From an optimization exercise on the open Yosys and OpenROAD flow, aimed at small area, a short achievable clock period and few clock cycles; shortcuts taken in it are not production practice.

==> inputs of trial 60 <==
==> flow/design.v (excerpt) <==
module rvc_voice (
    input  wire        clk,
    input  wire        rst,           
    input  wire        cmd_valid,
    output wire        cmd_ready,
    input  wire [3:0]  cmd_op,
    input  wire [2:0]  cmd_voice,
    input  wire [31:0] cmd_data,
    output wire [14:0] mem_addr,      
    input  wire [15:0] mem_rdata,     
    output reg         out_valid,
    output reg  [31:0] out_l,
    output reg  [31:0] out_r,
    output reg         rd_valid,
    output reg  [31:0] rd_data
);
Settings: LEC_CHECK=0, ABC_AREA=1, CAP_MARGIN=50, CORE_MARGIN=2, CORE_UTILIZATION=40, SLEW_MARGIN=70; clock period 55.0 ns.
run.sh (not shown) runs the stock make flow with config.mk's settings and CLKGATE_MAP_FILE= SYNTH_SCRIPT=/design/flow/synth_recipe.tcl, a recipe that flattens the netlist after the stock synthesis.
==> build 35 (differences from trial 60) <==
Settings changed: CAP_MARGIN 50 to 20, CORE_UTILIZATION 40 to 60, SLEW_MARGIN 70 to 20.
==> trial 34 (differences from trial 60) <==
--- a/flow/design.v
+++ b/flow/design.v
@@ -136,23 +136,22 @@
     wire [26:0] sh   = far ? 27'd0 : (ext >> d5);
     wire [26:0] msk  = far ? {27{1'b1}} : ~({27{1'b1}} << d5);
     wire        st   = |(ext & msk);
     wire [26:0] al   = {sh[26:1], sh[0] | st};
     wire [27:0] sum = sub ? ({1'b0, mx, 3'b000} - {1'b0, al})
                           : ({1'b0, mx, 3'b000} + {1'b0, al});
-    wire [4:0]  lz;
-    lzc28 u_lz (.x(sum), .n(lz));
     wire        zero = (sum == 28'd0);
     wire        ovf  = sum[27];
-    wire [4:0]  lzm  = lz - 5'd1;                           
-    wire        lim  = !ovf && ({3'd0, lzm} >= ex);          
-    wire [4:0]  shl  = ovf ? 5'd0 : (lim ? (ex[4:0] - 5'd1) : lzm);
+    wire [27:0] mrk  = (ex > 8'd27) ? 28'd0 : (28'd1 << (5'd27 - ex[4:0]));
+    wire [4:0]  lz;
+    lzc28 u_lz (.x(sum | mrk), .n(lz));
+    wire [4:0]  shl  = ovf ? 5'd0 : (lz - 5'd1);            
     wire [27:0] wl   = sum << shl;
     wire [26:0] n    = ovf ? {sum[27:2], sum[1] | sum[0]} : wl[26:0];
-    wire [8:0]  be   = ovf ? ({1'b0, ex} + 9'd1) : ({1'b0, ex} - {4'd0, lzm});
-    wire [7:0]  ef   = lim ? 8'd0 : be[7:0];
+    wire [8:0]  be   = ovf ? ({1'b0, ex} + 9'd1) : ({1'b0, ex} - {4'd0, shl});
+    wire [7:0]  ef   = (ovf | n[26]) ? be[7:0] : 8'd0;
     wire        inc  = n[2] & ((|n[1:0]) | n[3]);
     wire [30:0] pk   = {ef, n[25:3]} + {30'd0, inc};
     wire        sgn  = zero ? (a[31] & b[31]) : sx;
     assign y = {sgn, zero ? 31'd0 : pk};
 endmodule
 module rvc_voice (
@@ -188,13 +187,14 @@
                      S_V0   = 4'd3,    
                      S_V1   = 4'd4,    
                      S_V2   = 4'd5,    
                      S_V3   = 4'd6,    
                      S_V4   = 4'd7,    
                      S_V5   = 4'd8,    
-                     S_DONE = 4'd9;
+                     S_DONE = 4'd9,
+                     S_TRG2 = 4'd10;   
     reg  [7:0]  enabled, playing, decay_on;
     reg  [12:0] length    [0:7];
     reg  [11:0] pos       [0:7];
     reg  [30:0] gain      [0:7];      
     reg  [4:0]  pan       [0:7];
     reg  [31:0] decay_amp [0:7];
@@ -207,13 +207,13 @@
     reg  [31:0] aop;          
     reg  [30:0] bop;          
     reg  [14:0] maddr;
     reg  [15:0] x_raw;        
     reg         pend_r;       
     reg         rt_pend;      
-    reg         c_en, c_pl, c_dc, c_aud, c_end;
+    reg         c_en, c_pl, c_dc, c_end;
     reg  [11:0] c_posn;
     reg  [4:0]  c_pan;
     integer k;
     function [31:0] pan_l;
         input [4:0] p;
         case (p)
@@ -237,26 +237,36 @@
             5'd17: pan_l = 32'h3DB27EB6;
             default: pan_l = 32'h00000000;
         endcase
     endfunction
     function [30:0] clamp_gain;
         input [31:0] g;
+        reg nan, zero, ge1;
         begin
-            if ((g[30:23] == 8'hFF && g[22:0] != 23'd0) || g[31] || g[30:0] == 31'd0)
+            nan  = (&g[30:23]) & (|g[22:0]);
+            zero = ~(|g[30:0]);
+            ge1  = g[30] | (&g[29:23]);
+            if (nan || g[31] || zero)
                 clamp_gain = 31'd0;
-            else if (g[30:0] >= F_ONE[30:0])
+            else if (ge1)
                 clamp_gain = F_ONE[30:0];
             else
                 clamp_gain = g[30:0];
         end
     endfunction
     wire [2:0]  vn    = vi + 3'd1;
-    wire [2:0]  idx   = rdy ? cmd_voice : vn;
+    wire [2:0]  idx   = rdy ? cmd_voice : ((state == S_TRG0) ? vi : vn);
     wire        r_en  = enabled[idx];
     wire        r_pl  = playing[idx];
     wire        r_dc  = decay_on[idx];
+    reg  [7:0]  len_nz;
+    always @* for (k = 0; k < 8; k = k + 1) len_nz[k] = length[k] != 13'd0;
+    wire        cv_en = enabled[cmd_voice];
+    wire        cv_pl = playing[cmd_voice];
+    wire        cv_nz = len_nz[cmd_voice];
+    wire        cv_rt = cv_en & cv_pl;        
     wire [12:0] r_len = length[idx];
     wire [11:0] r_pos = pos[idx];
     wire [30:0] r_gn  = gain[idx];
     wire [4:0]  r_pan = pan[idx];
     wire [31:0] r_da  = decay_amp[idx];
     wire [2:0]  vnn   = vi + 3'd2;
@@ -282,34 +292,47 @@
     wire [31:0] add_b = prod;
     wire [31:0] add_y;
     fp32_add u_add (.a(add_a), .b(add_b), .y(add_y));
     assign cmd_ready = rdy;
     assign mem_addr  = maddr;
     wire last_voice = (vi == 3'd7);
+    wire aud = acc[30:0] > DECAY_FLOOR[30:0];
     wire [31:0] pan_v = pan_l((state == S_V3) ? c_pan : 5'd18 - c_pan);
     wire [31:0] da0 = (rt_pend && vi == 3'd0) ? mul_y : decay_amp[0];
     wire [11:0] r_posn = r_pos + 12'd1;
     task next_voice;
         begin
             vi     <= vn;
             maddr  <= {vnn, r_pnn};
             acc    <= r_da;
             bop    <= r_gn;
             c_en   <= r_en;
             c_pl   <= r_pl;
             c_dc   <= r_dc;
-            c_aud  <= r_da[30:0] > DECAY_FLOOR[30:0];
             c_end  <= {1'b0, r_posn} == r_len;
             c_posn <= r_posn;
             c_pan  <= r_pan;
             state  <= S_V0;
             in_v0  <= 1'b1;
         end
     endtask
+    reg [31:0] rd_mux;
+    always @* begin
+        case (cmd_data[2:0])
+            3'd0: rd_mux = {29'd0, r_dc, r_pl, r_en};
+            3'd1: rd_mux = {19'd0, r_len};
+            3'd2: rd_mux = {1'b0, r_gn};
+            3'd3: rd_mux = {27'd0, r_pan};
+            3'd4: rd_mux = {20'd0, r_pos};
+            3'd5: rd_mux = (rt_pend && cmd_voice == vi) ? mul_y : r_da;
+            default: rd_mux = 32'd0;
+        endcase
+    end
     always @(posedge clk) begin
-        x_raw <= mem_rdata;
+        x_raw   <= mem_rdata;
+        rd_data <= rd_mux;
         if (rst) begin
             state     <= S_IDLE;
             rdy       <= 1'b1;
             in_v0     <= 1'b0;
             maddr     <= 15'd0;
             vi        <= 3'd0;
@@ -336,37 +359,34 @@
                 out_r  <= add_y;
                 pend_r <= 1'b0;
             end
             case (state)
                 S_IDLE: begin
                     if (rt_pend) decay_amp[vi] <= mul_y;
-                    maddr <= (cmd_valid && cmd_op == OP_TRIGGER && r_en && r_pl) ? {cmd_voice, r_pos} : {3'd0, pos[0]};
-                    bop   <= r_gn;
+                    maddr <= {3'd0, pos[0]};
                     if (cmd_valid) begin
                         vi <= cmd_voice;
                         case (cmd_op)
                             OP_WR_VCTRL:
-                                if (cmd_data[0] && !r_en && r_len != 13'd0)
+                                if (cmd_data[0] && !cv_en && cv_nz)
                                     enabled[cmd_voice] <= 1'b1;
                             OP_WR_VLEN:
-                                if (!r_en)
+                                if (!cv_en)
                                     length[cmd_voice] <= (cmd_data > {19'd0, MAX_SAMPLES}) ?
                                                          MAX_SAMPLES : cmd_data[12:0];
                             OP_WR_VGAIN:
                                 gain[cmd_voice] <= clamp_gain(cmd_data);
                             OP_WR_VPAN:
                                 pan[cmd_voice] <= (cmd_data > 32'd18) ? 5'd18 : cmd_data[4:0];
                             OP_TRIGGER:
-                                if (r_en) begin
-                                    if (!r_pl)
+                                if (cv_en) begin
+                                    if (!cv_pl)
                                         playing[cmd_voice] <= 1'b1;
                                     else begin
                                         state <= S_TRG0;
                                         rdy   <= 1'b0;
-                                        decay_on[cmd_voice] <= 1'b1;
-                                        pos[cmd_voice]      <= 12'd0;
                                     end
                                 end
                             OP_SAMPLE: begin
                                 out_l  <= 32'd0;
                                 out_r  <= 32'd0;
                                 rdy    <= 1'b0;
@@ -374,50 +394,48 @@
                                 maddr  <= {3'd1, pos[1]};
                                 acc    <= da0;
                                 bop    <= gain[0];
                                 c_en   <= enabled[0];
                                 c_pl   <= playing[0];
                                 c_dc   <= decay_on[0];
-                                c_aud  <= da0[30:0] > DECAY_FLOOR[30:0];
                                 c_end  <= {1'b0, pos[0] + 12'd1} == length[0];
                                 c_posn <= pos[0] + 12'd1;
                                 c_pan  <= pan[0];
                                 state  <= S_V0;
                                 in_v0  <= 1'b1;
                             end
-                            OP_READ: begin
+                            OP_READ:
                                 rd_valid <= 1'b1;
-                                case (cmd_data[2:0])
-                                    3'd0: rd_data <= {29'd0, r_dc, r_pl, r_en};
-                                    3'd1: rd_data <= {19'd0, r_len};
-                                    3'd2: rd_data <= {1'b0, r_gn};
-                                    3'd3: rd_data <= {27'd0, r_pan};
-                                    3'd4: rd_data <= {20'd0, r_pos};
-                                    3'd5: rd_data <= (rt_pend && cmd_voice == vi) ? mul_y : r_da;
-                                    default: rd_data <= 32'd0;
-                                endcase
-                            end
                             default: ;
                         endcase
                     end
                 end
-                S_TRG0: state <= S_TRG1;
+                S_TRG0: begin
+                    maddr <= {vi, r_pos};
+                    bop   <= r_gn;
+                    state <= S_TRG1;
+                end
                 S_TRG1: begin
+                    decay_on[vi] <= 1'b1;
+                    pos[vi]      <= 12'd0;
+                    state        <= S_TRG2;
+                end
+                S_TRG2: begin
                     maddr   <= {3'd0, pos[0]};
                     rt_pend <= 1'b1;
                     state   <= S_IDLE;
                     rdy     <= 1'b1;
                 end
                 S_V0: begin
                     acc <= 32'd0;
                     if (!c_en) begin
                         if (last_voice) state <= S_DONE;
                         else next_voice;
                     end else begin
                         if (c_dc) begin
-                            if (c_aud) begin
+                            if (aud) begin
                                 decay_amp[vi] <= mul_y;
                                 acc           <= mul_y;    
                             end else begin
                                 decay_on[vi]  <= 1'b0;
                             end
                         end
Settings changed: CORE_UTILIZATION 40 to 65.
==> comparison table <==
quantity	trial 60	trial 34	build 35
Fraction of the core area covered by cells at the end of the flow	45.61%	72.60%	65.18%
Sequential portion of the cell area	32.05%	31.78%	33.62%
Reg-to-reg setup timing slack	40.21 ns	41.20 ns	39.29 ns
Number of sequential storage elements	1057	1056	1057
GR Util met3	7.001%	16.93%	13.18%
Adder-Cell Fraction of Synth Area	10.58%	10.50%	10.58%
Result of the run	timing/DRC/antenna clean	timing/DRC/antenna clean	timing/DRC/antenna clean
Endpoint arrival time on the critical path	15.63 ns	14.78 ns	16.39 ns
Logic depth of the worst setup path including buffers	19	21	17
Total placed instance area	92880 um^2	92290 um^2	88680 um^2
Simple logic cell fraction of the synthesized area	23.17%	23.48%	23.17%
Most frequent cell on the critical path	-	sky130_fd_sc_hd__nand2_1	sky130_fd_sc_hd__buf_4
Number of placed instances with taps included	13882	12997	12851
Largest stage delay, worst path	0.46 ns	0.39 ns	0.65 ns
Post-route clock skew	0.1040 ns	0.1178 ns	0.1053 ns
Final RePlAce weighted congestion	0.9860	1.097	1.043
Hold Slack	0.4534 ns	0.4605 ns	0.4555 ns
Number of vias after detailed routing	83693	89742	86569
Post-synthesis sequential area ratio	36.21%	35.29%	36.21%
Multi-input logic portion of the cell area	51.05%	51.97%	51.42%
Area fraction of the dominant cell type after synthesis	34.63%	32.99%	34.63%
No run of this note included a check of the RTL's function; only the layout flow was run.

-- static timing again, ports no longer ideal --
No port has a modelled driver above. Below, the same layouts with a new extraction and two added sets of constraints. Step 1 (the two cells are an assumption about what drives the block):
set clk [get_ports {clk}]
set_driving_cell -lib_cell sky130_fd_sc_hd__clkbuf_16 $clk
set_driving_cell -lib_cell sky130_fd_sc_hd__buf_2 [delete_from_list [all_inputs] $clk]
Step 2 adds t to the input delays and takes it off the output delays; t is the mean of the earliest and latest rising clock arrival at the registers after step 1. Input paths then give back, and output paths get back, about the clock's delay inside the block. a / b / c = ideal / step 1 / step 2; a / b = the first two.
run | t (ns) | slack for setup (ns) | worst setup path after step 2 | slew at the worst register clock pin (ns)
trial 60 | 0.836 | 39.796 / 39.860 / 39.024 | input to register | 0.07 / 0.07
build 35 | 0.852 | 38.963 / 39.031 / 38.179 | input to register | 0.07 / 0.07
trial 34 | 0.835 | 40.721 / 40.721 / 39.886 | input to register | 0.07 / 0.07
After both steps setup and hold are still met in every run listed. The setup slack of trial 34, which loses most, moves by 0.000 ns with the drivers and by -0.835 ns with both steps.
